Context: an optimization exercise on an open-source flow, tuned for small area, a short achievable clock period and few clock cycles. The choices shown serve that exercise and are no tape-out recipe. The RTL was checked by simulation tests, not by an equivalence proof against the original design. Power is estimated from default activity; no workload was simulated.

==> design/flow/design.v <==
module rps_serial_core (
    input  wire       clk,
    input  wire       rst,         
    input  wire       drv_ready,   
    input  wire [7:0] in_port,     
    input  wire [9:0] dist_mm,     
    input  wire       tick,        
    input  wire       rx_valid,
    input  wire [7:0] rx_data,
    output wire       rx_ready,
    output wire       tx_valid,
    output wire [7:0] tx_data,
    input  wire       tx_ready,
    output wire [7:0] out_port     
);
    localparam [1:0] D_HUNT = 2'd0, D_LEN = 2'd1, D_PAY = 2'd2;
    localparam [2:0] R_OKAY = 3'd0, R_NC = 3'd1, R_IBIT = 3'd2, R_IMOT = 3'd3,
                     R_UNK  = 3'd4, R_POLL = 3'd5, R_XDOM = 3'd6;
    localparam [3:0] K_POLL = 4'd0, K_O = 4'd1, K_RESET = 4'd2, K_XDOM = 4'd3,
                     K_MD = 4'd4, K_MP = 4'd5, K_TRUE = 4'd6, K_FALSE = 4'd7,
                     K_STOP = 4'd8, K_FWD = 4'd9, K_REV = 4'd10, K_NONE = 4'd15;
    localparam [2:0] T_IDLE = 3'd0, T_H1 = 3'd1, T_H2 = 3'd2, T_ROM = 3'd3,
                     T_ECHO = 3'd4, T_NL = 3'd5, T_POLL = 3'd6;
    localparam [1:0] C_EQ = 2'd0, C_LT = 2'd1, C_GT = 2'd2;
    localparam [7:0] A_PROB = 8'd0;
    localparam [7:0] A_NC = 8'd8;
    localparam [7:0] A_IBIT = 8'd48;
    localparam [7:0] A_IMOT = 8'd60;
    localparam [7:0] A_UNK = 8'd79;
    localparam [7:0] A_XDOM = 8'd97;
    localparam [7:0] A_OKAY = 8'd189;
    function [3:0] kw_len(input [3:0] k);
        case (k)
            4'd0: kw_len = 4'd4;
            4'd1: kw_len = 4'd1;
            4'd2: kw_len = 4'd9;
            4'd3: kw_len = 4'd15;
            4'd4: kw_len = 4'd2;
            4'd5: kw_len = 4'd2;
            4'd6: kw_len = 4'd4;
            4'd7: kw_len = 4'd5;
            4'd8: kw_len = 4'd7;
            4'd9: kw_len = 4'd7;
            4'd10: kw_len = 4'd7;
            default: kw_len = 4'd15;
        endcase
    endfunction
    function [7:0] kw_ch(input [7:0] kp);
        case (kp)
            8'h00: kw_ch = 8'h70;
            8'h01: kw_ch = 8'h6f;
            8'h02: kw_ch = 8'h6c;
            8'h03: kw_ch = 8'h6c;
            8'h10: kw_ch = 8'h6f;
            8'h20: kw_ch = 8'h72;
            8'h21: kw_ch = 8'h65;
            8'h22: kw_ch = 8'h73;
            8'h23: kw_ch = 8'h65;
            8'h24: kw_ch = 8'h74;
            8'h25: kw_ch = 8'h5f;
            8'h26: kw_ch = 8'h61;
            8'h27: kw_ch = 8'h6c;
            8'h28: kw_ch = 8'h6c;
            8'h30: kw_ch = 8'h63;
            8'h31: kw_ch = 8'h72;
            8'h32: kw_ch = 8'h6f;
            8'h33: kw_ch = 8'h73;
            8'h34: kw_ch = 8'h73;
            8'h35: kw_ch = 8'h64;
            8'h36: kw_ch = 8'h6f;
            8'h37: kw_ch = 8'h6d;
            8'h38: kw_ch = 8'h61;
            8'h39: kw_ch = 8'h69;
            8'h3a: kw_ch = 8'h6e;
            8'h3b: kw_ch = 8'h2e;
            8'h3c: kw_ch = 8'h78;
            8'h3d: kw_ch = 8'h6d;
            8'h3e: kw_ch = 8'h6c;
            8'h40: kw_ch = 8'h6d;
            8'h41: kw_ch = 8'h64;
            8'h50: kw_ch = 8'h6d;
            8'h51: kw_ch = 8'h70;
            8'h60: kw_ch = 8'h74;
            8'h61: kw_ch = 8'h72;
            8'h62: kw_ch = 8'h75;
            8'h63: kw_ch = 8'h65;
            8'h70: kw_ch = 8'h66;
            8'h71: kw_ch = 8'h61;
            8'h72: kw_ch = 8'h6c;
            8'h73: kw_ch = 8'h73;
            8'h74: kw_ch = 8'h65;
            8'h80: kw_ch = 8'h53;
            8'h81: kw_ch = 8'h74;
            8'h82: kw_ch = 8'h6f;
            8'h83: kw_ch = 8'h70;
            8'h84: kw_ch = 8'h70;
            8'h85: kw_ch = 8'h65;
            8'h86: kw_ch = 8'h64;
            8'h90: kw_ch = 8'h46;
            8'h91: kw_ch = 8'h6f;
            8'h92: kw_ch = 8'h72;
            8'h93: kw_ch = 8'h77;
            8'h94: kw_ch = 8'h61;
            8'h95: kw_ch = 8'h72;
            8'h96: kw_ch = 8'h64;
            8'ha0: kw_ch = 8'h52;
            8'ha1: kw_ch = 8'h65;
            8'ha2: kw_ch = 8'h76;
            8'ha3: kw_ch = 8'h65;
            8'ha4: kw_ch = 8'h72;
            8'ha5: kw_ch = 8'h73;
            8'ha6: kw_ch = 8'h65;
            default: kw_ch = 8'h00;
        endcase
    endfunction
    function [3:0] lim_dig(input [3:0] i);
        case (i)
            4'd0: lim_dig = 4'd2; 4'd1: lim_dig = 4'd1; 4'd2: lim_dig = 4'd4;
            4'd3: lim_dig = 4'd7; 4'd4: lim_dig = 4'd4; 4'd5: lim_dig = 4'd8;
            4'd6: lim_dig = 4'd3; 4'd7: lim_dig = 4'd6; 4'd8: lim_dig = 4'd4;
            default: lim_dig = 4'd8;
        endcase
    endfunction
    function [3:0] inc15(input [3:0] x);
        inc15 = (x == 4'd14) ? 4'd0 : x + 4'd1;
    endfunction
    function [4:0] inc17(input [4:0] x);
        inc17 = (x == 5'd16) ? 5'd0 : x + 5'd1;
    endfunction
    reg       drv_q;
    reg [6:0] in_q;
    reg [9:0] dist_q;
    always @(posedge clk) begin
        drv_q  <= drv_ready;
        in_q   <= in_port[6:0];
        dist_q <= dist_mm;
    end
    reg [4:0] ph;
    always @(posedge clk)
        if (rst) ph <= 5'd0;
        else     ph <= inc17(ph);
    reg       rx_rdy;
    reg       hv, tv;
    reg [7:0] hb, tb;
    wire      take;                        
    wire      fire = rx_valid & rx_rdy;
    wire      hv1  = take ? tv : hv;       
    assign rx_ready = rx_rdy;
    always @(posedge clk) begin
        if (rst) begin
            hv <= 1'b0; tv <= 1'b0; rx_rdy <= 1'b1;
        end else begin
            hv <= hv1 | fire;
            tv <= (tv & ~take) | (fire & hv1);
            rx_rdy <= ~((tv & ~take) | (fire & hv1));
        end
        if (!hv1)      hb <= rx_data;
        else if (take) hb <= tb;
        if (hv1 && (take || !tv)) tb <= rx_data;
    end
    reg [1:0] dst;
    reg [7:0] flen;           
    reg [7:0] j;              
    reg       fin, act;       
    reg [2:0] nseg;           
    reg [3:0] kw;             
    reg [3:0] pos;            
    reg       alive;          
    reg       neg, dig, bad;  
    reg [3:0] sig;            
    reg [1:0] cmp;            
    reg [2:0] val;            
    reg [1:0] pq;             
    reg       found;
    reg [3:0] name;           
    reg       c_ok, c01, c1;  
    reg       v_ok;           
    reg [2:0] v;              
    reg [3:0] wc;             
    reg [4:0] exps;           
    reg [3:0] fc;             
    reg [4:0] fs;             
    reg [3:0] fspan;          
    reg       o1, o2;
    reg [3:0] mot;            
    reg [1:0] dir0, dir1;
    reg [2:0] pow0, pow1;
    reg [1:0] t4, t3;
    reg [2:0] tst;
    reg [2:0] tk;
    reg [7:0] tl;             
    reg [7:0] ra;             
    reg [3:0] rc;             
    reg [4:0] rs;             
    reg [1:0] t_o;            
    reg [3:0] pl, pc;         
    reg [11:0] bcd;
    reg [3:0] dd;
    reg       prot;           
    reg [3:0] budget;         
    reg       pend;
    reg [7:0] txd, sb;
    reg       txv, sbv;
    wire [3:0] klen   = kw_len(kw);
    wire       match  = alive && (pos == klen);
    wire       int_ok = dig && !bad &&
                        ((sig < 4'd10) || ((sig == 4'd10) && (neg ? (cmp != C_GT) : (cmp == C_LT))));
    wire       is0    = (val == 3'd0);
    wire       is1    = !neg && (val == 3'd1);
    wire [2:0] pw     = neg ? 3'd0 : ((val >= 3'd6) ? 3'd6 : val);
    wire [3:0] seg_name = (match && kw <= K_MP) ? kw : K_NONE;
    wire [1:0] seg_dir  = (match && kw == K_FWD) ? 2'd1 :
                          (match && kw == K_REV) ? 2'd2 : 2'd0;
    reg        s3_ok;
    reg  [2:0] s3_v;
    always @(*) begin
        s3_ok = 1'b0; s3_v = 3'd0;
        case (name)
            K_O:  begin s3_ok = match && (kw == K_TRUE || kw == K_FALSE);
                        s3_v = {2'd0, kw == K_TRUE}; end
            K_MD: begin s3_ok = 1'b1; s3_v = {1'b0, seg_dir}; end
            K_MP: begin s3_ok = int_ok; s3_v = pw; end
            default: ;
        endcase
    end
    wire ok3 = (nseg >= 3'd3) && c_ok && v_ok;
    reg [2:0] kind;
    always @(*) begin
        kind = R_UNK;
        if (nseg != 3'd0) begin
            case (name)
                K_POLL:  kind = drv_q ? R_POLL : R_NC;
                K_RESET: kind = R_OKAY;
                K_XDOM:  kind = R_XDOM;
                K_O:     if (ok3) kind = c01 ? R_OKAY : R_IBIT;
                K_MD, K_MP: if (ok3) kind = c01 ? R_OKAY : R_IMOT;
                default: kind = R_UNK;
            endcase
        end
    end
    wire do_set = act && (nseg != 3'd0) && ok3 && c01;
    wire       hold    = pend | (act & found);
    wire       push;
    wire       tx_load = (tst == T_IDLE) && hold && push;
    wire       first   = (j == 8'd0);
    wire       adv     = first || (exps == 5'd0);
    wire       pay_ok  = (first || (ph == exps)) && (!adv || !prot || (budget != 4'd0));
    wire [3:0] wcol    = adv ? inc15(wc) : wc;
    assign take = hv && ((dst == D_HUNT) ||
                         (dst == D_LEN && (!hold || tx_load)) ||
                         (dst == D_PAY && pay_ok));
    wire       wr      = take && (dst == D_PAY);
    wire       is_dig  = (hb >= "0") && (hb <= "9");
    wire [3:0] dval    = hb[3:0];
    always @(posedge clk) begin
        if (rst) begin
            dst <= D_HUNT; fin <= 1'b0; act <= 1'b0; wc <= 4'd0;
        end else begin
            act <= fin;
            fin <= 1'b0;
            if (take) begin
                case (dst)
                    D_HUNT: if (hb == 8'haa) dst <= D_LEN;
                    D_LEN: begin
                        dst <= (hb == 8'd0) ? D_HUNT : D_PAY;
                    end
                    default: begin
                        if (j + 8'd1 == flen) begin
                            dst <= D_HUNT;
                            fin <= 1'b1;
                        end
                    end
                endcase
            end
            if (wr) wc <= wcol;
        end
        if (take && dst == D_LEN) begin
            flen <= hb;
            j    <= 8'd0;
        end else if (wr)
            j <= j + 8'd1;
        if (wr) begin
            exps <= inc17(ph);
            if (first) begin
                fc <= wcol; fs <= ph; fspan <= 4'd1;
            end else if (adv && fspan != 4'd15)
                fspan <= fspan + 4'd1;
        end
        if (take && dst == D_LEN) begin
            nseg <= 3'd0; name <= K_NONE; pq <= 2'd0; found <= 1'b0;
        end
        if ((take && dst == D_LEN) || (wr && hb == "/")) begin
            kw <= K_NONE; pos <= 4'd0; alive <= 1'b1;
            neg <= 1'b0; dig <= 1'b0; bad <= 1'b0;
            sig <= 4'd0; cmp <= C_EQ; val <= 3'd0;
        end else if (wr && nseg != 3'd0) begin
            if (pos != 4'd15) pos <= pos + 4'd1;
            if (pos == 4'd0) begin
                alive <= 1'b1;
                if (nseg == 3'd1) begin
                    case (hb)
                        "p": kw <= K_POLL;
                        "o": kw <= K_O;
                        "r": kw <= K_RESET;
                        "c": kw <= K_XDOM;
                        "m": kw <= K_MD;
                        default: alive <= 1'b0;
                    endcase
                end else if (nseg == 3'd3) begin
                    case (hb)
                        "t": kw <= K_TRUE;
                        "f": kw <= K_FALSE;
                        "S": kw <= K_STOP;
                        "F": kw <= K_FWD;
                        "R": kw <= K_REV;
                        default: alive <= 1'b0;
                    endcase
                end else
                    alive <= 1'b0;
            end else if (kw == K_MD && pos == 4'd1 && hb == "p")
                kw <= K_MP;
            else if (!(pos < klen && hb == kw_ch({kw, pos})))
                alive <= 1'b0;
            if (hb == "-" && pos == 4'd0)
                neg <= 1'b1;
            else if (is_dig) begin
                dig <= 1'b1;
                if (sig != 4'd0 || dval != 4'd0) begin
                    if (sig != 4'd11) sig <= sig + 4'd1;
                    if (sig < 4'd10 && cmp == C_EQ)
                        cmp <= (dval < lim_dig(sig)) ? C_LT :
                               (dval > lim_dig(sig)) ? C_GT : C_EQ;
                end
                val <= (val == 3'd0) ? ((dval > 4'd7) ? 3'd7 : dval[2:0]) : 3'd7;
            end else
                bad <= 1'b1;
        end
        if ((wr && hb == "/") || fin) begin
            case (nseg)
                3'd1: name <= seg_name;
                3'd2: begin c_ok <= int_ok; c01 <= is0 | is1; c1 <= is1; end
                3'd3: begin v_ok <= s3_ok; v <= s3_v; end
                default: ;
            endcase
        end
        if (wr && hb == "/" && nseg != 3'd4)
            nseg <= nseg + 3'd1;
        if (wr) begin
            case (pq)
                2'd0: pq <= (hb == "p") ? 2'd1 : 2'd0;
                2'd1: pq <= (hb == "o") ? 2'd2 : (hb == "p") ? 2'd1 : 2'd0;
                2'd2: pq <= (hb == "l") ? 2'd3 : (hb == "p") ? 2'd1 : 2'd0;
                default: begin
                    if (hb == "l") found <= 1'b1;
                    pq <= (hb == "p") ? 2'd1 : 2'd0;
                end
            endcase
        end
    end
    wire [119:0] ring_top;
    genvar gc;
    generate
        for (gc = 0; gc < 15; gc = gc + 1) begin : g_col
            reg [135:0] r;
            always @(posedge clk)
                r <= {r[127:0], (wr && wcol == gc) ? hb : r[135:128]};
            assign ring_top[gc*8 +: 8] = r[135:128];
        end
    endgenerate
    wire [7:0] ring_rd = ring_top[rc*8 +: 8];
    function on_now(input [2:0] p, input [1:0] m4, input [1:0] m3);
        case (p)
            3'd0: on_now = 1'b0;
            3'd1: on_now = (m4 == 2'd3);
            3'd2: on_now = (m3 == 2'd2);
            3'd3: on_now = m4[0];
            3'd4: on_now = (m3 != 2'd0);
            3'd5: on_now = (m4 != 2'd0);
            default: on_now = 1'b1;
        endcase
    endfunction
    wire on0 = on_now(pow0, t4, t3);
    wire on1 = on_now(pow1, t4, t3);
    wire [3:0] mot_nx = {on1 && dir1 == 2'd2, on1 && dir1 == 2'd1,
                         on0 && dir0 == 2'd2, on0 && dir0 == 2'd1};
    always @(posedge clk) begin
        if (rst) begin
            o1 <= 1'b0; o2 <= 1'b0; mot <= 4'd0;
            dir0 <= 2'd0; dir1 <= 2'd0; pow0 <= 3'd0; pow1 <= 3'd0;
            t4 <= 2'd0; t3 <= 2'd0;
        end else begin
            if (tick && drv_q) begin
                mot <= mot_nx;
                t4  <= t4 + 2'd1;
                t3  <= (t3 == 2'd2) ? 2'd0 : t3 + 2'd1;
            end
            if (act && (nseg != 3'd0) && name == K_RESET) begin
                dir0 <= 2'd0; dir1 <= 2'd0;
            end
            if (do_set) begin
                case (name)
                    K_O:  if (c1) o2 <= v[0]; else o1 <= v[0];
                    K_MD: if (c1) dir1 <= v[1:0]; else dir0 <= v[1:0];
                    K_MP: if (c1) pow1 <= v; else pow0 <= v;
                    default: ;
                endcase
            end
        end
    end
    assign out_port = {mot, 1'b0, o2, o1, 1'b0};
    reg [7:0] rom_q;
    always @(*) begin
        case (ra)
            8'd0: rom_q = 8'h5f;
            8'd1: rom_q = 8'h70;
            8'd2: rom_q = 8'h72;
            8'd3: rom_q = 8'h6f;
            8'd4: rom_q = 8'h62;
            8'd5: rom_q = 8'h6c;
            8'd6: rom_q = 8'h65;
            8'd7: rom_q = 8'hed;
            8'd8: rom_q = 8'h20;
            8'd9: rom_q = 8'h54;
            8'd10: rom_q = 8'h68;
            8'd11: rom_q = 8'h65;
            8'd12: rom_q = 8'h20;
            8'd13: rom_q = 8'h44;
            8'd14: rom_q = 8'h69;
            8'd15: rom_q = 8'h67;
            8'd16: rom_q = 8'h69;
            8'd17: rom_q = 8'h74;
            8'd18: rom_q = 8'h61;
            8'd19: rom_q = 8'h6c;
            8'd20: rom_q = 8'h20;
            8'd21: rom_q = 8'h32;
            8'd22: rom_q = 8'h20;
            8'd23: rom_q = 8'h50;
            8'd24: rom_q = 8'h69;
            8'd25: rom_q = 8'h66;
            8'd26: rom_q = 8'h61;
            8'd27: rom_q = 8'h63;
            8'd28: rom_q = 8'h65;
            8'd29: rom_q = 8'h20;
            8'd30: rom_q = 8'h69;
            8'd31: rom_q = 8'h73;
            8'd32: rom_q = 8'h20;
            8'd33: rom_q = 8'h6e;
            8'd34: rom_q = 8'h6f;
            8'd35: rom_q = 8'h74;
            8'd36: rom_q = 8'h20;
            8'd37: rom_q = 8'h63;
            8'd38: rom_q = 8'h6f;
            8'd39: rom_q = 8'h6e;
            8'd40: rom_q = 8'h6e;
            8'd41: rom_q = 8'h65;
            8'd42: rom_q = 8'h63;
            8'd43: rom_q = 8'h74;
            8'd44: rom_q = 8'h65;
            8'd45: rom_q = 8'h64;
            8'd46: rom_q = 8'h2e;
            8'd47: rom_q = 8'h8a;
            8'd48: rom_q = 8'h20;
            8'd49: rom_q = 8'h69;
            8'd50: rom_q = 8'h6e;
            8'd51: rom_q = 8'h76;
            8'd52: rom_q = 8'h61;
            8'd53: rom_q = 8'h6c;
            8'd54: rom_q = 8'h69;
            8'd55: rom_q = 8'h64;
            8'd56: rom_q = 8'h20;
            8'd57: rom_q = 8'h62;
            8'd58: rom_q = 8'h69;
            8'd59: rom_q = 8'hf4;
            8'd60: rom_q = 8'h3a;
            8'd61: rom_q = 8'h20;
            8'd62: rom_q = 8'h69;
            8'd63: rom_q = 8'h6e;
            8'd64: rom_q = 8'h76;
            8'd65: rom_q = 8'h61;
            8'd66: rom_q = 8'h6c;
            8'd67: rom_q = 8'h69;
            8'd68: rom_q = 8'h64;
            8'd69: rom_q = 8'h20;
            8'd70: rom_q = 8'h6d;
            8'd71: rom_q = 8'h6f;
            8'd72: rom_q = 8'h74;
            8'd73: rom_q = 8'h6f;
            8'd74: rom_q = 8'h72;
            8'd75: rom_q = 8'h20;
            8'd76: rom_q = 8'h69;
            8'd77: rom_q = 8'h64;
            8'd78: rom_q = 8'h8a;
            8'd79: rom_q = 8'h20;
            8'd80: rom_q = 8'h75;
            8'd81: rom_q = 8'h6e;
            8'd82: rom_q = 8'h6b;
            8'd83: rom_q = 8'h6e;
            8'd84: rom_q = 8'h6f;
            8'd85: rom_q = 8'h77;
            8'd86: rom_q = 8'h6e;
            8'd87: rom_q = 8'h20;
            8'd88: rom_q = 8'h63;
            8'd89: rom_q = 8'h6f;
            8'd90: rom_q = 8'h6d;
            8'd91: rom_q = 8'h6d;
            8'd92: rom_q = 8'h61;
            8'd93: rom_q = 8'h6e;
            8'd94: rom_q = 8'h64;
            8'd95: rom_q = 8'h3a;
            8'd96: rom_q = 8'ha0;
            8'd97: rom_q = 8'h3c;
            8'd98: rom_q = 8'h63;
            8'd99: rom_q = 8'h72;
            8'd100: rom_q = 8'h6f;
            8'd101: rom_q = 8'h73;
            8'd102: rom_q = 8'h73;
            8'd103: rom_q = 8'h2d;
            8'd104: rom_q = 8'h64;
            8'd105: rom_q = 8'h6f;
            8'd106: rom_q = 8'h6d;
            8'd107: rom_q = 8'h61;
            8'd108: rom_q = 8'h69;
            8'd109: rom_q = 8'h6e;
            8'd110: rom_q = 8'h2d;
            8'd111: rom_q = 8'h70;
            8'd112: rom_q = 8'h6f;
            8'd113: rom_q = 8'h6c;
            8'd114: rom_q = 8'h69;
            8'd115: rom_q = 8'h63;
            8'd116: rom_q = 8'h79;
            8'd117: rom_q = 8'h3e;
            8'd118: rom_q = 8'h3c;
            8'd119: rom_q = 8'h61;
            8'd120: rom_q = 8'h6c;
            8'd121: rom_q = 8'h6c;
            8'd122: rom_q = 8'h6f;
            8'd123: rom_q = 8'h77;
            8'd124: rom_q = 8'h2d;
            8'd125: rom_q = 8'h61;
            8'd126: rom_q = 8'h63;
            8'd127: rom_q = 8'h63;
            8'd128: rom_q = 8'h65;
            8'd129: rom_q = 8'h73;
            8'd130: rom_q = 8'h73;
            8'd131: rom_q = 8'h2d;
            8'd132: rom_q = 8'h66;
            8'd133: rom_q = 8'h72;
            8'd134: rom_q = 8'h6f;
            8'd135: rom_q = 8'h6d;
            8'd136: rom_q = 8'h20;
            8'd137: rom_q = 8'h64;
            8'd138: rom_q = 8'h6f;
            8'd139: rom_q = 8'h6d;
            8'd140: rom_q = 8'h61;
            8'd141: rom_q = 8'h69;
            8'd142: rom_q = 8'h6e;
            8'd143: rom_q = 8'h3d;
            8'd144: rom_q = 8'h22;
            8'd145: rom_q = 8'h2a;
            8'd146: rom_q = 8'h22;
            8'd147: rom_q = 8'h20;
            8'd148: rom_q = 8'h74;
            8'd149: rom_q = 8'h6f;
            8'd150: rom_q = 8'h2d;
            8'd151: rom_q = 8'h70;
            8'd152: rom_q = 8'h6f;
            8'd153: rom_q = 8'h72;
            8'd154: rom_q = 8'h74;
            8'd155: rom_q = 8'h73;
            8'd156: rom_q = 8'h3d;
            8'd157: rom_q = 8'h22;
            8'd158: rom_q = 8'h35;
            8'd159: rom_q = 8'h30;
            8'd160: rom_q = 8'h32;
            8'd161: rom_q = 8'h31;
            8'd162: rom_q = 8'h30;
            8'd163: rom_q = 8'h22;
            8'd164: rom_q = 8'h2f;
            8'd165: rom_q = 8'h3e;
            8'd166: rom_q = 8'h3c;
            8'd167: rom_q = 8'h2f;
            8'd168: rom_q = 8'h63;
            8'd169: rom_q = 8'h72;
            8'd170: rom_q = 8'h6f;
            8'd171: rom_q = 8'h73;
            8'd172: rom_q = 8'h73;
            8'd173: rom_q = 8'h2d;
            8'd174: rom_q = 8'h64;
            8'd175: rom_q = 8'h6f;
            8'd176: rom_q = 8'h6d;
            8'd177: rom_q = 8'h61;
            8'd178: rom_q = 8'h69;
            8'd179: rom_q = 8'h6e;
            8'd180: rom_q = 8'h2d;
            8'd181: rom_q = 8'h70;
            8'd182: rom_q = 8'h6f;
            8'd183: rom_q = 8'h6c;
            8'd184: rom_q = 8'h69;
            8'd185: rom_q = 8'h63;
            8'd186: rom_q = 8'h79;
            8'd187: rom_q = 8'h3e;
            8'd188: rom_q = 8'h8a;
            8'd189: rom_q = 8'h6f;
            8'd190: rom_q = 8'h6b;
            8'd191: rom_q = 8'h61;
            8'd192: rom_q = 8'h79;
            8'd193: rom_q = 8'h8a;
            default: rom_q = 8'h80;
        endcase
    end
    reg       pbit;
    reg [2:0] pnum;
    always @(*) begin
        case (pl)
            4'd0: begin pbit = in_q[0]; pnum = 3'd0; end
            4'd1: begin pbit = in_q[1]; pnum = 3'd1; end
            4'd2: begin pbit = t_o[0];  pnum = 3'd0; end
            4'd3: begin pbit = in_q[2]; pnum = 3'd2; end
            4'd4: begin pbit = t_o[1];  pnum = 3'd1; end
            4'd5: begin pbit = in_q[3]; pnum = 3'd3; end
            4'd6: begin pbit = in_q[4]; pnum = 3'd4; end
            4'd7: begin pbit = in_q[5]; pnum = 3'd5; end
            default: begin pbit = in_q[6]; pnum = 3'd6; end
        endcase
    end
    wire [2:0] ndig = (dist_q >= 10'd1000) ? 3'd4 : (dist_q >= 10'd100) ? 3'd3 :
                      (dist_q >= 10'd10) ? 3'd2 : 3'd1;
    wire [2:0] dr   = ndig - 3'd1 - (pc[2:0] - 3'd2);    
    wire [3:0] dsel = (dr == 3'd0) ? bcd[3:0] : (dr == 3'd1) ? bcd[7:4] :
                      (dr == 3'd2) ? bcd[11:8] : 4'd1;
    wire       pl_last = (pl == 4'd9) ? (pc == {1'b0, ndig} + 4'd2) :
                                        (pbit ? (pc == 4'd8) : (pc == 4'd9));
    reg [7:0] pchar;
    always @(*) begin
        if (pl == 4'd9) begin
            if (pc == 4'd0)      pchar = "d";
            else if (pc == 4'd1) pchar = " ";
            else if (pl_last)    pchar = 8'h0a;
            else                 pchar = {4'h3, dsel};
        end else begin
            case (pc)
                4'd0: pchar = (pl == 4'd2 || pl == 4'd4) ? "o" : "i";
                4'd1: pchar = "/";
                4'd2: pchar = {5'b00110, pnum};
                4'd3: pchar = " ";
                4'd4: pchar = pbit ? "t" : "f";
                4'd5: pchar = pbit ? "r" : "a";
                4'd6: pchar = pbit ? "u" : "l";
                4'd7: pchar = pbit ? "e" : "s";
                4'd8: pchar = pbit ? 8'h0a : "e";
                default: pchar = 8'h0a;
            endcase
        end
    end
    wire [3:0] nf = {3'd0, ~in_q[0]} + {3'd0, ~in_q[1]} + {3'd0, ~in_q[2]} +
                    {3'd0, ~in_q[3]} + {3'd0, ~in_q[4]} + {3'd0, ~in_q[5]} +
                    {3'd0, ~in_q[6]} + {3'd0, ~t_o[0]} + {3'd0, ~t_o[1]};
    wire [8:0] unk_n = {1'b0, tl} + 9'd27;
    reg  [7:0] nlo;
    always @(*) begin
        case (tk)
            R_OKAY:  nlo = 8'd5;
            R_NC:    nlo = 8'd48;
            R_IBIT:  nlo = 8'd20;
            R_IMOT:  nlo = 8'd27;
            R_UNK:   nlo = unk_n[7:0];
            R_POLL:  nlo = 8'd84 + {4'd0, nf} + {5'd0, ndig};
            default: nlo = 8'd92;
        endcase
    end
    reg       pvalid;
    reg [7:0] pbyte;
    always @(*) begin
        pvalid = 1'b1;
        case (tst)
            T_IDLE: begin pvalid = hold; pbyte = 8'haa; end
            T_H1:   pbyte = {7'd0, (tk == R_UNK) && unk_n[8]};
            T_H2:   pbyte = nlo;
            T_ROM:  pbyte = {1'b0, rom_q[6:0]};
            T_ECHO: begin pvalid = (ph == rs); pbyte = ring_rd; end
            T_NL:   pbyte = 8'h0a;
            default: pbyte = pchar;
        endcase
    end
    assign push = pvalid && !sbv;
    always @(posedge clk) begin
        if (rst) begin
            tst <= T_IDLE; prot <= 1'b0; pend <= 1'b0;
        end else begin
            pend <= hold && !tx_load;
            if (push) begin
                case (tst)
                    T_IDLE: tst <= T_H1;
                    T_H1:   tst <= T_H2;
                    T_H2:   tst <= (tk == R_POLL) ? T_POLL : T_ROM;
                    T_ROM:  if (rom_q[7] && ra != A_PROB + 8'd7)
                                tst <= (tk == R_UNK) ? T_ECHO : T_IDLE;
                    T_ECHO: if (tl == 8'd1) begin tst <= T_NL; prot <= 1'b0; end
                    T_NL:   tst <= T_IDLE;
                    default: if (pl_last && pl == 4'd9) tst <= T_IDLE;
                endcase
            end
            if (tx_load) begin
                prot   <= (kind == R_UNK);
                budget <= 4'd15 - fspan;
            end else if (wr && adv && budget != 4'd0)
                budget <= budget - 4'd1;
        end
        if (tx_load) begin
            tk  <= kind;
            tl  <= flen;
            rc  <= fc;
            rs  <= fs;
            t_o <= {o2, o1};
            bcd <= 12'd0;
            dd  <= 4'd0;
        end else if (dd != 4'd10) begin
            bcd <= {bcd[10:8] + ((bcd[11:8] >= 4'd5) ? 3'd3 : 3'd0),
                    bcd[7:4]  + ((bcd[7:4]  >= 4'd5) ? 4'd3 : 4'd0),
                    bcd[3:0]  + ((bcd[3:0]  >= 4'd5) ? 4'd3 : 4'd0),
                    dist_q[4'd9 - dd]};
            dd  <= dd + 4'd1;
        end
        if (push) begin
            case (tst)
                T_H2: begin
                    ra <= (tk == R_OKAY) ? A_OKAY : (tk == R_XDOM) ? A_XDOM : A_PROB;
                    pl <= 4'd0; pc <= 4'd0;
                end
                T_ROM: begin
                    if (rom_q[7])
                        ra <= (tk == R_NC) ? A_NC : (tk == R_IBIT) ? A_IBIT :
                              (tk == R_IMOT) ? A_IMOT : A_UNK;
                    else
                        ra <= ra + 8'd1;
                end
                T_ECHO: begin
                    tl <= tl - 8'd1;
                    rs <= inc17(rs);
                    if (rs == 5'd16) rc <= inc15(rc);
                end
                T_POLL: begin
                    if (pl_last) begin pl <= pl + 4'd1; pc <= 4'd0; end
                    else pc <= pc + 4'd1;
                end
                default: ;
            endcase
        end
    end
    wire adv_out = ~txv | tx_ready;
    always @(posedge clk) begin
        if (rst) begin
            txv <= 1'b0; sbv <= 1'b0;
        end else if (adv_out) begin
            txv <= sbv | push;
            sbv <= 1'b0;
        end else if (push)
            sbv <= 1'b1;
        if (adv_out) begin
            if (sbv)       txd <= sb;
            else if (push) txd <= pbyte;
        end else if (push)
            sb <= pbyte;
    end
    assign tx_valid = txv;
    assign tx_data  = txd;
endmodule
==> design/flow/run.sh <==
#!/bin/bash
# synth_recipe.tcl (not shown) runs the flow's synth.tcl, then flattens the netlist and writes it again
# the make line also repeats each setting of config.mk as NAME=value (left out here)
make -C /OpenROAD-flow-scripts/flow DESIGN_CONFIG=/design/flow/config.mk WORK_HOME=/design/flow/orfs CLKGATE_MAP_FILE= SYNTH_SCRIPT=/design/flow/synth_recipe.tcl finish
==> design/flow/config.mk <==
export PLATFORM = sky130hd
export DESIGN_NAME = rps_serial_core
export DESIGN_NICKNAME = rps_serial_core
export VERILOG_FILES = /design/flow/design.v
export SDC_FILE = /design/flow/constraint.sdc
export NUM_CORES = 4
export LEC_CHECK = 0
export CAP_MARGIN = 20
export CORE_MARGIN = 2
export CORE_UTILIZATION = 60
export CTS_BUF_LIST = sky130_fd_sc_hd__clkbuf_8
export CTS_CLUSTER_SIZE = 40
export PLACE_DENSITY = 0.7
export SLEW_MARGIN = 20
==> design/flow/constraint.sdc <==
create_clock -name core_clock -period 110.0 [get_ports {clk}]
set_input_delay 22.0000 -clock core_clock [delete_from_list [all_inputs] [get_ports {clk}]]
set_output_delay 22.0000 -clock core_clock [all_outputs]
set_load 0.01 [all_outputs]
==> results.txt, run 1 <==
Power:
- In this run the static leakage power is between 0.02 and 0.03 uW.
- The share of total power in sequential cells is 0.508.
- Of the total power, the share spent switching nets is 0.253.
- The worst IR drop on VDD is between 0.015 and 0.02 mV.
- The internal power summed over all cells is between 1000 and 1500 uW.
- Dividing total power by cell area gives a power density of 25.1 nW/um^2.
- The power dissipated by switching net loads is ~430 uW.
- The share of total power dissipated in combinational logic is 0.114.
- Of the total power, the clock network draws 0.379.

Setup path:
- The startpoint identified for the worst register-to-register timing path is tst[1].
- The worst setup path is launched from a register.
- The total stage count of the critical path is 1.
- The endpoint of the worst register-to-register path is rom_q[0].
- The buffers plus inverters on the worst setup path is 1.
- Setup slack on the worst reg-to-reg path comes out at around 100 ns.
- The delay of the slowest critical-path stage is approximately 0.57 ns.
- Following the worst setup path forward leads to its endpoint at tx_valid.
- The endpoint kind of the worst setup timing path is an output port.
- The signal on the critical path passes through clkdlybuf4s50_1.
- The start-to-end type of the worst setup path is reg2out.
- In this run the worst setup path begins at txv.
- Data on the critical path is required at its endpoint by between 80 and 90 ns.
- The largest fanout of any net on the critical path is 3.
- The path depth of the worst reg2reg path is 13.
- The cell with the biggest individual delay on the critical path is sky130_fd_sc_hd__clkdlybuf4s50_1.
- The kind of cell with the highest combined delay along the critical path is buffers and inverters.
- For the worst setup path, the data arrival time is around 1.9 ns.

Worst hold path:
- The tightest min-delay check is of the reg2reg type.
- The startpoint identified for the worst hold timing path is g_col[1].r[61].

Clock network:
- The clock net sink count is between 2k and 2.5k.
- The clock root buffer is sky130_fd_sc_hd__clkbuf_8.
- The count of instances resized after the clock tree is built is 0.
- The H-tree depth is 5.
- The maximum count of clock buffers along a single path is 4.
- TritonCTS built the clock tree.
- The clock latency of the later-clocked register in the worst-skew pair is roughly 0.95 ns.
- In this run, CTS created clock tree buffers numbering between 300 and 400.
- After clock tree synthesis, the clock-pin slew on the worst setup and hold paths is 0.06 ns.
- For this design, the CTS-stage hold fixing added 0 buffers.
- The post-CTS setup buffer count is 0.

Detailed routing:
- The overall routed net length is between 100000 and 150000 um.
- The count of nets left with antenna violations once routing finished came out at 0.
- The average via count per standard cell is just over 5.
- In the routed design, unresolved DRC markers number 0.
- The first detailed-routing pass took 6 iterations.
- For this block, the initial DRC count from the detailed router was roughly 2.1k.
- The overall via count from detail_route is between 30k and 40k.
- In the final routed layout, each cell accounts on average for roughly 17 um.

Layout:
- In the layout the commonest cells are 2182 x sky130_fd_sc_hd__dfxtp_1, 401 x sky130_fd_sc_hd__clkbuf_8, 205 x sky130_fd_sc_hd__inv_1, 203 x sky130_fd_sc_hd__nand2_1, 200 x sky130_fd_sc_hd__nor2_1.
- Leaving out fill and tap cells, the most frequent cell in the layout is sky130_fd_sc_hd__dfxtp_1.
- The area taken by multi-input logic gates is roughly 12000 um^2.
- The sequential cell area in the final layout is roughly 47000 um^2.
- The area growth from synthesis to layout is 13.8%.
- At the end of the flow, the number of nets in the layout was between 4k and 5k.
- Of the cells placed in the final design, the portion with a size suffix greater than 1 is 0.147.
- The fill cell instance count of the final layout is 6622.

Synth:
- Among all flip-flop cells after synthesis, the most frequent one is sky130_fd_sc_hd__dfxtp_1.
- The share of the Yosys chip area taken by registers is 0.784.
- Of the post-synthesis cell area, the dominant cell type holds 0.736.
- The share of flip-flops with an asynchronous set or reset after synthesis is 0.
- For this run, the number of Yosys warnings is 1.
- Synthesis instantiated 88 different standard cells from the library.
- The number of enable flip-flop cells after synthesis is 95.
- Yosys attributes the largest share of cell area to sky130_fd_sc_hd__dfxtp_1 74%, sky130_fd_sc_hd__edfxtp_1 4.8%, sky130_fd_sc_hd__mux2_2 2.4%.
- The total standard cell area after synthesis is between 50000 and 60000 um^2.
- Synthesis inferred around 2.3k register bits.
- The largest total area in the synthesized netlist belongs to sky130_fd_sc_hd__dfxtp_1.
- The average cell area after synthesis is ~14 um^2.
- The synthesized instance count is 4222.

Place:
- The placer congestion estimate is a little over 0.9.
- The placed wire-length estimate is ~63000 um.
- The number of buffers added on ports is 46.
- Before CTS, the worst setup slack after placement is ~87 ns.

STA:
- Across the routed clock network, the largest skew measured is roughly 0.12 ns.
- The number of endpoints failing setup at the final stage is 0.
- Setup repair after global routing left no endpoint under its margin.
- The routed design could run at a clock period as short as around 24 ns.
- The worst relative slew slack is 0.306.
- The worst setup margin is about 86 ns.
- The maximum clock frequency is approximately 42 MHz.
- For the pin with the worst max-slew slack, the measured transition is slightly above 1 ns.
- The number of hold violations in the final report is 0.
- The number of max-slew violations in the final report was 0.
- Of the available clock period, the critical path in the final layout requires 0.217.
- The sum of negative setup slack is 0 ns.

Die:
- After floorplanning, the core was sized to cover 98300 um^2.
- Pin placement for this block handled 50 I/O pins.
- The die is 319 um tall.
- The die is 319 um wide.
- The initial utilization of the core area, before any placement, comes to 0.604.
- The total number of placement rows is between 100 and 150.
- The die covers ~100000 um^2.

GRT:
- The largest net degree at the start of global routing is between 40 and 50.
- The via count of the first global-routing pass came to ~30k.
- The initial antenna violation count is 2.
- The first global-routing pass estimated about 160000 um of wire.
- Across every metal layer, demand over resource in global routing totals 0.206.
- After global routing the overflow that remains totals 0.

Job:
- The number of maximum-capacitance violations is 0.

Run status:
- The run finished with no timing, DRC or antenna violations.
[kinds of logic (layout without fill, tap and decap cells)]
family	Yosys count	in the layout	synth area share
AOI/OAI and AO/OA	562	562	0.0617
other	1	3	0.0000631
xor gates and xnor gates	79	79	0.0116
buffers and inverters	262	742	0.0175
adders and majority gates	92	92	0.0205
and+or+nand+nor	746	746	0.0608
DFF	2279	2279	0.784
muxes	201	201	0.0437
[metal layers]
| layer | wire length (um) | vias to the layer above | global-route usage | part of all wire |
|---|---|---|---|---|
| li1 | - | 14898 | - | - |
| met1 | 49500 | 14643 | 0.286 | 0.48 |
| met2 | 46400 | 790 | 0.315 | 0.45 |
| met3 | 4920 | 200 | 0.0423 | 0.048 |
| met4 | 2580 | 0 | 0.0857 | 0.025 |
| met5 | 0 | - | 0 | 0 |
[cell usage after synthesis, types with 13 or more instances]
| cell | count |
|---|---|
| sky130_fd_sc_hd__clkbuf_1 | 114 |
| sky130_fd_sc_hd__nor3b_1 | 15 |
| sky130_fd_sc_hd__mux2i_1 | 39 |
| sky130_fd_sc_hd__nor2b_1 | 33 |
| sky130_fd_sc_hd__a21oi_1 | 156 |
| sky130_fd_sc_hd__nor2_1 | 201 |
| sky130_fd_sc_hd__buf_1 | 16 |
| sky130_fd_sc_hd__ha_1 | 82 |
| sky130_fd_sc_hd__mux2_2 | 128 |
| sky130_fd_sc_hd__o21ai_0 | 122 |
| sky130_fd_sc_hd__dfxtp_1 | 2184 |
| sky130_fd_sc_hd__o211ai_1 | 25 |
| sky130_fd_sc_hd__a31oi_1 | 21 |
| sky130_fd_sc_hd__nand2b_1 | 25 |
| sky130_fd_sc_hd__and2_1 | 14 |
| sky130_fd_sc_hd__xnor2_1 | 44 |
| sky130_fd_sc_hd__xor2_1 | 35 |
| sky130_fd_sc_hd__nor3_1 | 70 |
| sky130_fd_sc_hd__nor4_1 | 16 |
| sky130_fd_sc_hd__nand3_1 | 77 |
| sky130_fd_sc_hd__edfxtp_1 | 95 |
| sky130_fd_sc_hd__o22ai_1 | 15 |
| sky130_fd_sc_hd__o31ai_1 | 16 |
| sky130_fd_sc_hd__buf_2 | 24 |
| sky130_fd_sc_hd__a21o_1 | 13 |
| sky130_fd_sc_hd__a211oi_1 | 38 |
| sky130_fd_sc_hd__mux4_2 | 34 |
| sky130_fd_sc_hd__inv_1 | 97 |
| sky130_fd_sc_hd__nand2_1 | 203 |
[registers in the layout, summed over array words and instances, names as in the netlist, 5 cells and up, named ones only]
| name | flops |
|---|---|
| tl | 8 |
| sb | 8 |
| tb | 8 |
| flen | 8 |
| bcd | 12 |
| fs | 5 |
| ra | 8 |
| exps | 5 |
| txd | 8 |
| j | 8 |
| dist_q | 10 |
| rom_q | 8 |
| in_q | 7 |
| rs | 5 |
| g_col.r | 2040 |
| hb | 8 |
| ph | 5 |
[layout make-up]
class                      instances  area share
timing repair buffer              78      0.0103
multi-input combinational       1682       0.175
antenna                            1   0.0000370
clock buffer                     401      0.0817
sequential                      2279       0.689
clock inverter                   161      0.0144
tap                             1287      0.0238
inverter                         102     0.00566
[power groups by stage]
| stage | Sequential (uW) | Clock [uW] | Combinational (uW) |
|---|---|---|---|
| 2_1_floorplan | 870 | 0 | 137 |
| 3_3_place_gp | 878 | 0 | 187 |
| 3_5_place_dp | 878 | 0 | 186 |
| 4_1_cts | 860 | 660 | 187 |
| 5_1_grt | 861 | 697 | 209 |
| 6_report | 860 | 642 | 192 |
[how the worst min path moves through the flow]
| stage | end | slack (ns) | cells after the start |
|---|---|---|---|
| after floorplan | g_col[0].r[100] | 0.31 | 0 |
| after global placement | g_col[7].r[131] | 0.31 | 0 |
| after detailed placement | g_col[11].r[29] | 0.31 | 0 |
| after CTS | g_col[0].r[89] | 0.27 | 0 |
| after global routing | g_col[5].r[126] | 0.27 | 0 |
| final | g_col[1].r[69] | 0.27 | 0 |
[metrics by stage]
step           hold WS (ns)  instances  power, uW  utilization  instance area (um^2)
3_3_place_gp          0.310       5428       1070        0.621                 61100
5_1_grt               0.266       5991       1770        0.688                 67600
3_5_place_dp          0.312       5428       1060        0.621                 61100
2_1_floorplan         0.310       4223       1010            -                 59400
4_1_cts               0.272       5990       1710        0.688                 67600
6_report              0.272       5991       1690        0.688                 67600
Testbench counts, summed over its fixed seeds: cycles 23,789.
==> run 2: changes to the inputs <==
--- a/design/flow/config.mk
+++ b/design/flow/config.mk
@@ -9,6 +9,6 @@
 export CORE_MARGIN = 2
 export CORE_UTILIZATION = 60
-export CTS_BUF_LIST = sky130_fd_sc_hd__clkbuf_8
-export CTS_CLUSTER_SIZE = 40
+export CTS_BUF_LIST = sky130_fd_sc_hd__clkbuf_4
+export CTS_CLUSTER_SIZE = 24
 export PLACE_DENSITY = 0.7
 export SLEW_MARGIN = 20
==> results.txt, run 2 <==
Synth:
- Of the total synthesized cell area, the portion taken by XOR and XNOR cells is 0.0116.
- The most used standard cell by instance count after synthesis is sky130_fd_sc_hd__dfxtp_1.
- The sequential area share after synthesis is 0.784.
- The number of synthesized register bits is roughly 2.3k.
- Of the post-synthesis cell area, the part taken by muxes is 0.0437.
- After synthesis, the mean cell area works out to 14.1 um^2.
- The number of enable flip-flop cells after synthesis is between 90 and 100.
- The share of synthesized area in the top cell type comes to 0.736.
- The total number of yosys warnings is 1.
- The main combinational cell family by area after synthesis is compound AO/OA/AOI/OAI gates.
- The area share of fa/ha/maj cells after synthesis is 0.0205.
- Sorting the synthesized cells by area gives the leading types as sky130_fd_sc_hd__dfxtp_1 74%, sky130_fd_sc_hd__edfxtp_1 4.8%, sky130_fd_sc_hd__mux2_2 2.4%.
- The cell taking the most area after synthesis is sky130_fd_sc_hd__dfxtp_1.
- The compound-cell area share of the yosys netlist is 0.0617.
- After synthesis, the share of flip-flops with an asynchronous set or reset is 0.
- The count of cell types in the netlist is a little under 90.
- The most common flop cell mapped by yosys is sky130_fd_sc_hd__dfxtp_1.
- The fraction of the mapped netlist area in simple logic gates is 0.0608.
- In this run the cell area of the synthesized design comes to between 50000 and 60000 um^2.
- The synthesized instance count is approximately 4.2k.
- Sorting the synthesized cells by how often they occur yields 2184 x sky130_fd_sc_hd__dfxtp_1, 203 x sky130_fd_sc_hd__nand2_1, 201 x sky130_fd_sc_hd__nor2_1.

Clock network:
- Once the clock tree was built, the resizer swapped 0 gates to a different size.
- The tree is rooted in a sky130_fd_sc_hd__clkbuf_4.
- For the worst-skew pair, the clock arrives at the later sink with an insertion delay of 1.18 ns.
- CTS built an H-tree with a depth of 6.
- The total of hold buffers inserted after clock tree synthesis is 0.
- The clock net in this run drives a total of between 2k and 2.5k sinks.
- Counting along the longest clock path gives a buffer depth of 4.
- TritonCTS built the clock tree.
- In this run the post-CTS setup repair buffer count came out at 0.
- The total CTS buffers is around 540.
- The clock edge transition at the registers on the reported setup and hold paths is ~0.060 ns.

STA:
- The clock skew after layout is between 0.1 and 0.15 ns.
- The number of max-slew violations in the final report is 0.
- For the pin with the worst max-slew slack, the measured transition is 1.00 ns.
- Setup repair after global routing left no endpoint under its margin.
- Dividing the final minimum period by the clock period gives 0.219.
- The sum of negative setup slack is 0 ns.
- Setup violations remaining at the end of the flow were counted as 0.
- The minimum period implied by the final worst setup slack is approximately 24 ns.
- In this run the tightest slew margin relative to its limit is 0.331.
- The maximum clock frequency is between 40 and 50 MHz.
- The number of hold violations in the final report was 0.

Detailed routing:
- The first detailed-routing pass took 8 iterations.
- The number of antenna-violating nets in the routed design is 0.
- The routed layout has ~32k vias.
- The total DRC errors in the routed layout is 0.
- In the final routed layout, each cell accounts on average for roughly 17 um.
- Using the TritonRoute via totals, the vias-per-cell ratio works out to ~5.0.
- The overall routed net length is roughly 110000 um.
- The number of DRC markers in iteration 0 is 2036.

Power:
- Of the total power, the share spent switching nets is 0.255.
- The combinational power share is 0.112.
- IR analysis of the VDD net gives a maximum drop of 0.0155 mV.
- Cell internal power was estimated by the tool at between 1000 and 1500 uW.
- The share of total power dissipated in the clock network is 0.386.
- The power dissipated by switching net loads is roughly 440 uW.
- In this run the power density over the cells is roughly 25 nW/um^2.
- The share of total power dissipated in sequential elements is 0.502.
- Summed over all cells, the static leakage comes to 0.0276 uW.

Die:
- The floorplan step defined a core boundary enclosing around 98000 um^2.
- The initialized floorplan defines approximately 120 standard-cell rows.
- The floorplan step set the die width to about 320 um.
- The full die area is slightly above 100000 um^2.
- The initial utilization of the core area, before any placement, comes to 0.604.
- The number of primary I/O pins is 50.
- Measured along the y axis, the die boundary spans between 300 and 400 um.

Setup path:
- The end of the critical path is rx_ready.
- The worst register-to-register path begins at tst[0].
- The worst register-to-register path has a setup slack of about 100 ns.
- For this run, the slowest stage of the critical path takes approximately 0.56 ns.
- The signal on the critical path passes through clkdlybuf4s50_1.
- STA classifies the critical path endpoint as an output port.
- The number of cells on the worst reg-to-reg path is 13.
- In this run the number of cells on the critical path is 1.
- Together, buffers and inverters on the worst path number 1.
- The cell with the biggest individual delay on the critical path is sky130_fd_sc_hd__clkdlybuf4s50_1.
- STA classifies the critical path startpoint as a register.
- The endpoint of the worst register-to-register path is rom_q[1].
- The largest delay contributor family on the critical path is buffers and inverters.
- The data arrival time at the worst-slack endpoint is 2.07 ns.
- The largest fanout of any net on the critical path is 3.
- The required time at the endpoint of the critical path is 88.00 ns.
- The start-to-end type of the worst setup path is reg2out.
- The most critical setup path has its startpoint at rx_rdy.

GRT:
- The via count of the first global-routing pass is between 30k and 40k.
- The total overflow reported by the global router is 0.
- Entering global routing, the biggest net connects 45 pins.
- The first-pass GRT wire length is between 150000 and 200000 um.
- The initial antenna violation count is 3.
- Across every metal layer, demand over resource in global routing totals 0.210.

Worst hold path:
- In this run the worst hold path is classified as reg2reg.
- The startpoint of the lowest-slack hold path is g_col[11].r[116].

Place:
- The placer congestion estimate is 0.911.
- The number of buffers added on ports is 46.
- In this run the cell area measured after placement is about 61000 um^2.
- The placed wire-length estimate is 62900 um.

Layout:
- At the end of the flow, the number of nets in the layout was between 4k and 5k.
- The final design instance area without fill is 67900 um^2.
- The largest registers in the layout are g_col.r (2040), bcd (12), dist_q (10).
- The flip-flop count of the largest register, all copies and words added is 2040.
- The library cells used most frequently in the layout, excluding fill and tap cells, are 2182 x sky130_fd_sc_hd__dfxtp_1, 791 x sky130_fd_sc_hd__clkbuf_4, 203 x sky130_fd_sc_hd__nand2_1, 200 x sky130_fd_sc_hd__nor2_1, 155 x sky130_fd_sc_hd__a21oi_1.
- The signed area change from the synthesized netlist to the final layout is 14.2%.
- The core occupancy in the finished layout is 0.691.
- g_col.r holds more flip-flops than any other register.
- The fill cell instance count of the final layout is 6751.
- In the final layout, the share of cells above drive strength 1 is 0.214.
- The commonest non-fill, non-tap cell in the layout is sky130_fd_sc_hd__dfxtp_1.

Job:
- The tool flagged a number of max-cap violations equal to 0.

Run status:
- The run finished with no timing, DRC or antenna violations.
==> run 2: cell types whose count changed in the layout (fill, tap and decap cells not counted), moves of 6 or more <==
| cell | change |
|---|---|
| sky130_fd_sc_hd__inv_1 | -108 |
| sky130_fd_sc_hd__clkbuf_4 | +791 |
| sky130_fd_sc_hd__clkbuf_8 | -401 |
| sky130_fd_sc_hd__clkinvlp_4 | +6 |
| sky130_fd_sc_hd__clkinv_1 | +49 |
| sky130_fd_sc_hd__inv_2 | +13 |
| sky130_fd_sc_hd__clkinv_2 | -25 |
==> run 2: through the flow <==
stage                     hold WS [ns]  setup slack [ns]  total power (uW)  std cells
after floorplan                  0.310             86.88              1010       4223
after global placement           0.310             86.67              1070       5428
after detailed placement         0.312             86.66              1060       5428
after CTS                        0.254             85.79              1730       6315
after global routing             0.267             85.78              1800       6320
final                            0.260             85.93              1710       6322
==> run 2: kinds of logic (layout without fill, tap and decap cells) <==
kind of cell | Yosys count | count (layout)
DFF | 2279 | 2279
and+or+nand+nor | 746 | 746
AOI/OAI and AO/OA | 562 | 562
buffers and inverters | 262 | 1068
muxes | 201 | 201
adders and majority gates | 92 | 92
xor gates and xnor gates | 79 | 79
other | 1 | 8
==> run 2: final cells by class <==
type                            instances  area [um^2]  area share
Sequential cell                      2279        46600       0.686
Multi-Input combinational cell       1682        11800       0.174
Clock buffer                          791         5940      0.0875
Tap cell                             1287         1610      0.0237
Clock inverter                         96          813      0.0120
Timing Repair Buffer                   79          707      0.0104
Inverter                              102          383     0.00564
Antenna cell                            6         15.0    0.000221
==> run 2: worst min-delay path by stage <==
stage | to | cells past startpoint | slack, ns
6_report | g_col[11].r[124] | 0 | 0.26
5_1_grt | g_col[1].r[13] | 0 | 0.27
4_1_cts | g_col[11].r[124] | 0 | 0.25
3_5_place_dp | g_col[11].r[29] | 0 | 0.31
3_3_place_gp | g_col[7].r[131] | 0 | 0.31
2_1_floorplan | g_col[0].r[100] | 0 | 0.31
==> run 2: power by group through the flow <==
stage	Combinational [uW]	Sequential [uW]	Clock [uW]
3_5_place_dp	186	878	0
3_3_place_gp	187	878	0
5_1_grt	209	861	729
6_report	193	860	661
4_1_cts	187	859	684
2_1_floorplan	137	870	0
==> run 2: layer usage <==
metal  track usage  wire length (um)
met2         0.322             47700
met1         0.282             49600
met5             0                13
met3        0.0555              5590
met4        0.0947              2610
==> run 3: changes to the inputs <==
--- a/design/flow/config.mk
+++ b/design/flow/config.mk
@@ -8,7 +8,5 @@
 export CAP_MARGIN = 20
 export CORE_MARGIN = 2
-export CORE_UTILIZATION = 60
-export CTS_BUF_LIST = sky130_fd_sc_hd__clkbuf_4
-export CTS_CLUSTER_SIZE = 24
-export PLACE_DENSITY = 0.7
+export CORE_UTILIZATION = 40
+export PLACE_DENSITY = 0.6
 export SLEW_MARGIN = 20
==> results.txt, run 3 <==
Clock network:
- Counting every sink on the clock net gives roughly 2.3k.
- The CTS tree is done.
- The total CTS buffers is ~200.
- Clock-pin slew was measured on the worst setup and hold paths at around 0.06 ns.
- CTS built an H-tree with a depth of 4.
- Post-CTS repair changed the size of 0 cells.
- The clock passes through at most 3 buffers.
- At the later pin of the worst-skew pair, clock insertion delay measures slightly above 0.8 ns.
- After clock tree synthesis, the setup repair step added 0 buffers.
- The total of hold buffers inserted after clock tree synthesis is 0.
- Clock tree synthesis selected as its root buffer the cell sky130_fd_sc_hd__clkbuf_16.

GRT:
- The via count of the first global-routing pass is between 20k and 30k.
- The first global-routing pass estimated about 160000 um of wire.
- Across every metal layer, demand over resource in global routing totals 0.136.
- The largest net degree at the start of global routing is 45.
- For this run the aggregate overflow at the end of global routing stands at 0.
- The initial antenna violation count was 5.

STA:
- The maximum clock frequency is between 40 and 50 MHz.
- Clock skew on the completed layout was measured at 0.0586 ns.
- Once routing completed, OpenROAD measured the worst setup slack at approximately 86 ns.
- For the pin with the worst max-slew slack, the measured transition is 1.14 ns.
- The sum of negative setup slack is 0 ns.
- The number of hold violations in the final report is 0.
- Setup violations remaining at the end of the flow were counted as 0.
- The number of max-slew violations in the final report is 0.
- Setup repair after global routing left no endpoint under its margin.
- The post-route fraction of the period consumed by the critical path is 0.216.
- The worst relative slew slack is 0.239.
- The worst path in the final design needs a cycle of 23.77 ns, including I/O delays and setup.

Die:
- The area of the core region is between 100000 and 150000 um^2.
- The full die area is roughly 150000 um^2.
- From left edge to right edge, the die measures approximately 400 um.
- The die outline height is around 390 um.
- In this run the count of I/O pins placed on the die edge is 50.
- The initial utilization of the core area, before any placement, comes to 0.402.
- The total number of placement rows is between 100 and 150.

Setup path:
- The critical path goes through clkdlybuf4s50_1.
- In this run the worst setup path terminates at tx_valid.
- The worst register-to-register path begins at tst[0].
- The largest delay contributor family on the critical path is buffers and inverters.
- STA puts the critical path data required time at just under 90 ns.
- On the worst path, the slowest cell contributes a delay of 0.66 ns.
- The worst setup path is launched from a register.
- The cell with the biggest individual delay on the critical path is sky130_fd_sc_hd__clkdlybuf4s50_1.
- The worst setup path is of the reg2out kind.
- STA puts the critical path data arrival time at about 1.8 ns.
- The setup check on the worst reg-to-reg path leaves a slack of approximately 100 ns.
- In this run the critical register-to-register path is captured at rom_q[1].
- Tracing the worst setup path back leads to its startpoint at txv.
- Of all nets on the critical path, the largest fanout is 3.
- The total stage count of the critical path is 1.
- The path depth of the worst reg2reg path is 12.
- The worst setup path is captured at an output port.
- The buffers plus inverters on the worst setup path is 1.

Synth:
- The main combinational cell family by area after synthesis is compound AO/OA/AOI/OAI gates.
- The cell area that synthesis handed to floorplanning was a little under 60000 um^2.
- The compound-cell area share of the yosys netlist is 0.0617.
- In the synthesized netlist, the cells that appear most often are 2184 x sky130_fd_sc_hd__dfxtp_1, 203 x sky130_fd_sc_hd__nand2_1, 201 x sky130_fd_sc_hd__nor2_1.
- The area share of fa/ha/maj cells after synthesis is 0.0205.
- For this run, asynchronously set or reset flops after synthesis account for 0.
- By area the synthesized netlist is led by sky130_fd_sc_hd__dfxtp_1 74%, sky130_fd_sc_hd__edfxtp_1 4.8%, sky130_fd_sc_hd__mux2_2 2.4%.
- For this run, the number of Yosys warnings is 1.
- The fraction of the mapped netlist area in simple logic gates is 0.0608.
- The sequential area share after synthesis is 0.784.
- The share of the synthesized area in the top cell type is 0.736.
- The synthesized design contains between 90 and 100 enable-type register cells.
- The number of synthesized register bits is 2279.
- The average cell area after synthesis is 14.1 um^2.
- The post-synthesis mux area share is 0.0437.
- The cell taking the most area after synthesis is sky130_fd_sc_hd__dfxtp_1.
- After technology mapping, the gate count stands at around 4.2k.
- Among all cell types in the netlist, the one instantiated most often is sky130_fd_sc_hd__dfxtp_1.
- In the synthesized netlist the dominant register cell turns out to be sky130_fd_sc_hd__dfxtp_1.
- The xor/xnor share of the synthesized area is 0.0116.
- The synthesized netlist contains 88 unique library cells.

Layout:
- In the final layout, the share of cells above drive strength 1 is 0.125.
- In the layout the commonest cells are 2182 x sky130_fd_sc_hd__dfxtp_1, 203 x sky130_fd_sc_hd__nand2_1, 201 x sky130_fd_sc_hd__clkbuf_16, 199 x sky130_fd_sc_hd__nor2_1, 156 x sky130_fd_sc_hd__a21oi_1.
- Leaving out fill and tap cells, the most frequent cell in the layout is sky130_fd_sc_hd__dfxtp_1.
- In the final layout, the registers with the most flip-flops are g_col.r (2040), bcd (12), dist_q (10).
- The flip-flop count of the largest register, all copies and words added is between 2k and 2.5k.
- The number of antenna diodes in the final layout is 0.
- In the final design database the tool counted roughly 4.5k nets.
- For this run, the number of standard cells in the final layout without fillers is ~6.4k.
- The finished cells cover 68900 um^2.
- The signed area change from the synthesized netlist to the final layout is 15.9%.
- Ranked by flip-flop count, first place goes to g_col.r.

Place:
- The post-placement cell count is 6068.
- The wire-length estimate of the detail-placed layout is ~63000 um.
- Buffers placed on the I/O ports in this run total 46.
- The pre-CTS setup slack is 86.14 ns.
- Routability-driven placement finished with a final weighted congestion of between 0.8 and 0.9.
- In this run the cell area measured after placement is a little over 60000 um^2.

Detailed routing:
- In the routed design, unresolved DRC markers number 0.
- The average via count per standard cell is approximately 4.6.
- The count of nets left with antenna violations once routing finished came out at 0.
- In this run, the number of DRC markers left after iteration 0 of detailed routing was approximately 2.1k.
- The total iterations of the first detailed-routing run is 5.
- After detailed routing, the total wire length is just over 100000 um.
- The overall via count from detail_route is approximately 30k.
- The average detailed-routed wire length per instance is ~16 um.

Job:
- The number of maximum-capacitance violations is 0.

Power:
- VDD sags by at most ~0.015 mV.
- Power spread over the standard cell area amounts to approximately 26 nW/um^2.
- For this design the static power due to leakage is 0.0270 uW.

Run status:
- The flow ran to the end and the layout has no timing, DRC or antenna violations.

Worst hold path:
- The tightest min-delay check is of the reg2reg type.
-- run 3: how the worst min path moves through the flow --
stage | start | end | slack (ns) | cells after the start
after floorplan | g_col[0].r[92] | g_col[0].r[100] | 0.31 | 0
after global placement | g_col[5].r[116] | g_col[5].r[124] | 0.31 | 0
after detailed placement | g_col[0].r[102] | g_col[0].r[110] | 0.31 | 0
after CTS | g_col[1].r[92] | g_col[1].r[100] | 0.29 | 0
after global routing | g_col[0].r[64] | g_col[0].r[72] | 0.29 | 0
final | g_col[1].r[92] | g_col[1].r[100] | 0.29 | 0
-- run 3: power breakdown --
group,switching (uW),internal (uW),total [uW]
clock network,297,418,715
registers,15.4,844,859
logic,125,67.6,192
total,437,1330,1770
-- run 3: cells by family after synthesis --
logic type	count (synthesis)
flip-flops	2279
AND/OR/NAND/NOR	746
AO/OA/AOI/OAI	562
buffers and inverters	262
multiplexers	201
adder cells (fa/ha/maj)	92
XOR/XNOR	79
other	1
-- run 3: layer usage --
metal,GRT usage,part of all wire,vias to the layer above
li1,-,-,14573
met1,0.195,0.50,14202
met2,0.201,0.43,695
met3,0.0296,0.049,225
met4,0.0524,0.028,0
met5,0,0,-
-- run 3: area by class of cell --
| class | instances | area, um^2 |
|---|---|---|
| inverters | 102 | 383 |
| clock inverters | 88 | 1290 |
| multi-input cells | 1682 | 11800 |
| well taps | 1930 | 2410 |
| clock buffers | 278 | 5710 |
| flip-flops and latches | 2279 | 46600 |
| repair buffers | 75 | 671 |
| fillers | 12678 | 78800 |
-- run 3: stage by stage --
step                      total power (uW)   util  hold WS [ns]
after floorplan                       1010      -         0.310
after global placement                1070  0.419         0.310
after detailed placement              1070  0.419         0.312
after CTS                             1780  0.466         0.288
after global routing                  1840  0.466         0.292
final                                 1770  0.466         0.287
==> run 4: changes to the inputs <==
==> design/flow/flow/run.sh (new file) <==
#!/bin/bash
# Standard layout, with faster cells for the port buffers.
set -euo pipefail
cd "$(dirname "$0")/.."
export BUFFER_PORTS_ARGS="-buffer_cell sky130_fd_sc_hd__buf_4"
bash standard.sh finish > standard.log 2>&1
==> design/flow/standard.sh (new file) <==
#!/bin/bash
# synth_recipe.tcl (not shown) runs the flow's synth.tcl, then flattens the netlist and writes it again
# the make line also repeats each setting of config.mk as NAME=value (left out here)
make -C /OpenROAD-flow-scripts/flow DESIGN_CONFIG=/design/flow/config.mk WORK_HOME=/design/flow/orfs CLKGATE_MAP_FILE= SYNTH_SCRIPT=/design/flow/synth_recipe.tcl "${@:-finish}"
--- a/design/flow/config.mk
+++ b/design/flow/config.mk
@@ -8,5 +8,5 @@
 export CAP_MARGIN = 20
 export CORE_MARGIN = 2
-export CORE_UTILIZATION = 40
-export PLACE_DENSITY = 0.6
+export CORE_UTILIZATION = 70
+export PLACE_DENSITY = 0.8
 export SLEW_MARGIN = 20
removed: design/flow/run.sh
==> results.txt, run 4 <==
Detailed routing:
- The final route contains between 30k and 40k vias.
- Dividing the detail-routed wire length by the instance count gives 23.1 um.
- The first detailed-routing pass took 8 iterations.
- The count of nets left with antenna violations once routing finished came out at 0.

Setup path:
- In this run the critical register-to-register path is launched from tst[0].
- Along the worst path, the maximum fanout reaches 3.
- In this run the number of cells on the critical path is 1.
- The data arrival time at the worst-slack endpoint is roughly 1.3 ns.
- At the worst endpoint, the required time is slightly below 90 ns.
- The cell with the biggest individual delay on the critical path is sky130_fd_sc_hd__dfxtp_1.
- The worst register-to-register path ends at rom_q[1].
- Counting cells, the worst reg-to-reg path comes to 12.
- The critical path in this run is classified as reg2out.
- The buffers plus inverters on the worst setup path is 1.
- Across all register-to-register paths, the minimum setup slack is roughly 100 ns.
- The nature of the critical path startpoint is a register.
- The endpoint kind of the worst setup timing path is an output port.
- The end of the critical path is tx_valid.
- The largest delay contributor family on the critical path is flip-flops.

GRT:
- In the global route stage, overall resource usage came out at 0.304.
- The total overflow reported by the global router is 0.
- The first global-routing pass estimated approximately 200000 um of wire.

Layout:
- In the final layout, the registers with the most flip-flops are g_col.r (2040), bcd (12), dist_q (10).
- The signed area change from the synthesized netlist to the final layout is 13.2%.
- The library cell used most frequently in the layout, excluding fill and tap cells, is sky130_fd_sc_hd__dfxtp_1.
- In the layout the commonest cells are 2182 x sky130_fd_sc_hd__dfxtp_1, 203 x sky130_fd_sc_hd__nand2_1, 200 x sky130_fd_sc_hd__nor2_1, 190 x sky130_fd_sc_hd__clkbuf_16, 156 x sky130_fd_sc_hd__a21oi_1.
- In the final layout, the multi-input gates occupy 11800 um^2.
- Across the whole layout, storage elements account for about 47000 um^2.
- The fill cell instance count of the final layout is around 4.0k.
- The core occupancy in the finished layout is 0.802.
- In the final layout, the share of cells above drive strength 1 is 0.130.
- The net count of the finished layout is roughly 4.5k.
- The flip-flop count of the largest register, all copies and words added is roughly 2k.

Synth:
- In this run, synthesis produced a sequential element count of between 2k and 2.5k.
- The total standard cell area after synthesis is a little under 60000 um^2.
- The most used standard cell by instance count after synthesis is sky130_fd_sc_hd__dfxtp_1.
- Of all cell types, the one taking the most synthesized area is sky130_fd_sc_hd__dfxtp_1.
- The share of the synthesized area in the top cell type is 0.736.
- By count the netlist is led by 2184 x sky130_fd_sc_hd__dfxtp_1, 203 x sky130_fd_sc_hd__nand2_1, 201 x sky130_fd_sc_hd__nor2_1.
- The synthesized instance count is 4222.
- In the synthesized netlist the dominant register cell turns out to be sky130_fd_sc_hd__dfxtp_1.
- A synthesized cell averages between 10 and 15 um^2.
- After synthesis, the cell types taking the most area are sky130_fd_sc_hd__dfxtp_1 74%, sky130_fd_sc_hd__edfxtp_1 4.8%, sky130_fd_sc_hd__mux2_2 2.4%.

Clock network:
- TritonCTS created 186 clock buffers.
- Clock latency on the worst-skew pair, taken at its later pin, is 0.82 ns.
- The maximum count of clock buffers along a single path is 3.
- The post-CTS setup buffer count is 0.
- The number of hold buffers added after CTS was 0.
- TritonCTS built the clock tree.
- CTS placed an instance of sky130_fd_sc_hd__clkbuf_16 at the clock tree root.

Die:
- After floorplanning, the core was divided into roughly 110 placement rows.
- For this configuration, the core starts out at a cell density of 0.709.
- The width of the die is approximately 300 um.
- The number of primary I/O pins is 50.
- The floorplan step defined a die boundary enclosing 87200 um^2.
- The die outline height is 295 um.
- The area of the core region is approximately 84000 um^2.

STA:
- The number of max-slew violations in the final report is 0.
- The worst relative slew slack is 0.266.
- On the final layout, the worst clock skew is around 0.094 ns.
- The number of hold violations in the final report is 0.
- Setup total negative slack on the finished layout was measured at 0 ns.
- In the finished design, the share of the clock period the worst path needs comes to 0.212.
- Setup repair after global routing left no endpoint under its margin.
- The minimum period implied by the final worst setup slack is between 20 and 25 ns.
- The slew at the pin with the worst max-slew slack is 1.10 ns.

Place:
- The number of buffers added on ports is 46.
- The placer congestion estimate is 0.928.

Power:
- The final total power is 1730 uW.
- Dividing total power by cell area gives a power density of 25.8 nW/um^2.

Run status:
- The flow ran to the end and the layout has no timing, DRC or antenna violations.
==> run 4: cell counts after synthesis <==
No cell type changed its count.
==> run 4: power by group <==
group / internal [uW] / switching, uW / leakage, uW
clock: 374 / 309 / 0.00317
combinational: 67.2 / 124 / 0.00513
sequential: 843 / 15.7 / 0.0185
==> run 4: worst min-delay path by stage <==
stage	from	endpoint	slack (ns)	depth (start not counted)
floorplan	g_col[0].r[92]	g_col[0].r[100]	0.31	0
global placement	g_col[3].r[54]	g_col[3].r[62]	0.31	0
detailed placement	g_col[8].r[3]	g_col[8].r[11]	0.31	0
CTS	g_col[1].r[83]	g_col[1].r[91]	0.27	0
global route	g_col[1].r[83]	g_col[1].r[91]	0.28	0
finish	g_col[1].r[83]	g_col[1].r[91]	0.29	0
==> run 4: metal layers <==
layer	up-vias	routed length [um]	GRT usage
met5	-	13	0
met2	1138	65600	0.523
met4	2	5030	0.131
met3	356	6720	0.0508
li1	14554	-	-
met1	15422	52400	0.382
==> run 4: cell families (layout without fill, tap and decap cells) <==
logic type	count (synthesis)	count (layout)	share of synthesized area
buffers and inverters	262	520	0.0175
xor gates and xnor gates	79	79	0.0116
and+or+nand+nor	746	746	0.0608
AOI/OAI and AO/OA	562	562	0.0617
adders and majority gates	92	92	0.0205
muxes	201	201	0.0437
other	1	3	0.0000631
DFF	2279	2279	0.784
==> run 4: cell type report <==
cell class / instances / share of cell area
inverter: 102 / 0.00570
tap: 1134 / 0.0211
clock buffer: 288 / 0.0854
timing repair buffer: 77 / 0.00890
multi-input combinational: 1682 / 0.176
sequential: 2279 / 0.693
clock inverter: 53 / 0.0103
antenna: 1 / 0.0000372
==> run 4: through the flow <==
step                      worst slack [ns]  instance area [um^2]  cells  hold slack [ns]
after CTS                            86.60                 67200   5613            0.275
after global routing                 86.62                 67200   5615            0.277
after detailed placement             86.96                 60800   5272            0.312
after global placement               86.98                 60800   5272            0.310
after floorplan                      86.88                 59400   4223            0.310
final                                86.67                 67200   5616            0.290

==> afterwards: timing with drivers on the ports <==
Ports are ideal in the flow. The routed layouts listed here were re-timed in OpenROAD.
Step 1: set_driving_cell puts a clkbuf_16 on clk and a buf_2 on each other input, an assumption about the parent block.
Step 2 times the ports against the registers' clock, not the clock port: input delays grow and output delays shrink by t, the midpoint of the rising clock arrivals with the driver on.
Three values: ideal ports, drivers, drivers and shift; two values: the first two.
run | t (ns) | setup WS [ns]
run 1 | 0.958 | 86.142 / 86.079 / 86.603
run 2 | 1.186 | 85.931 / 85.867 / 86.614
run 3 | 0.851 | 86.226 / 86.151 / 86.160
run 4 | 0.840 | 86.670 / 86.599 / 86.882
After both steps setup and hold are still met in every run listed.
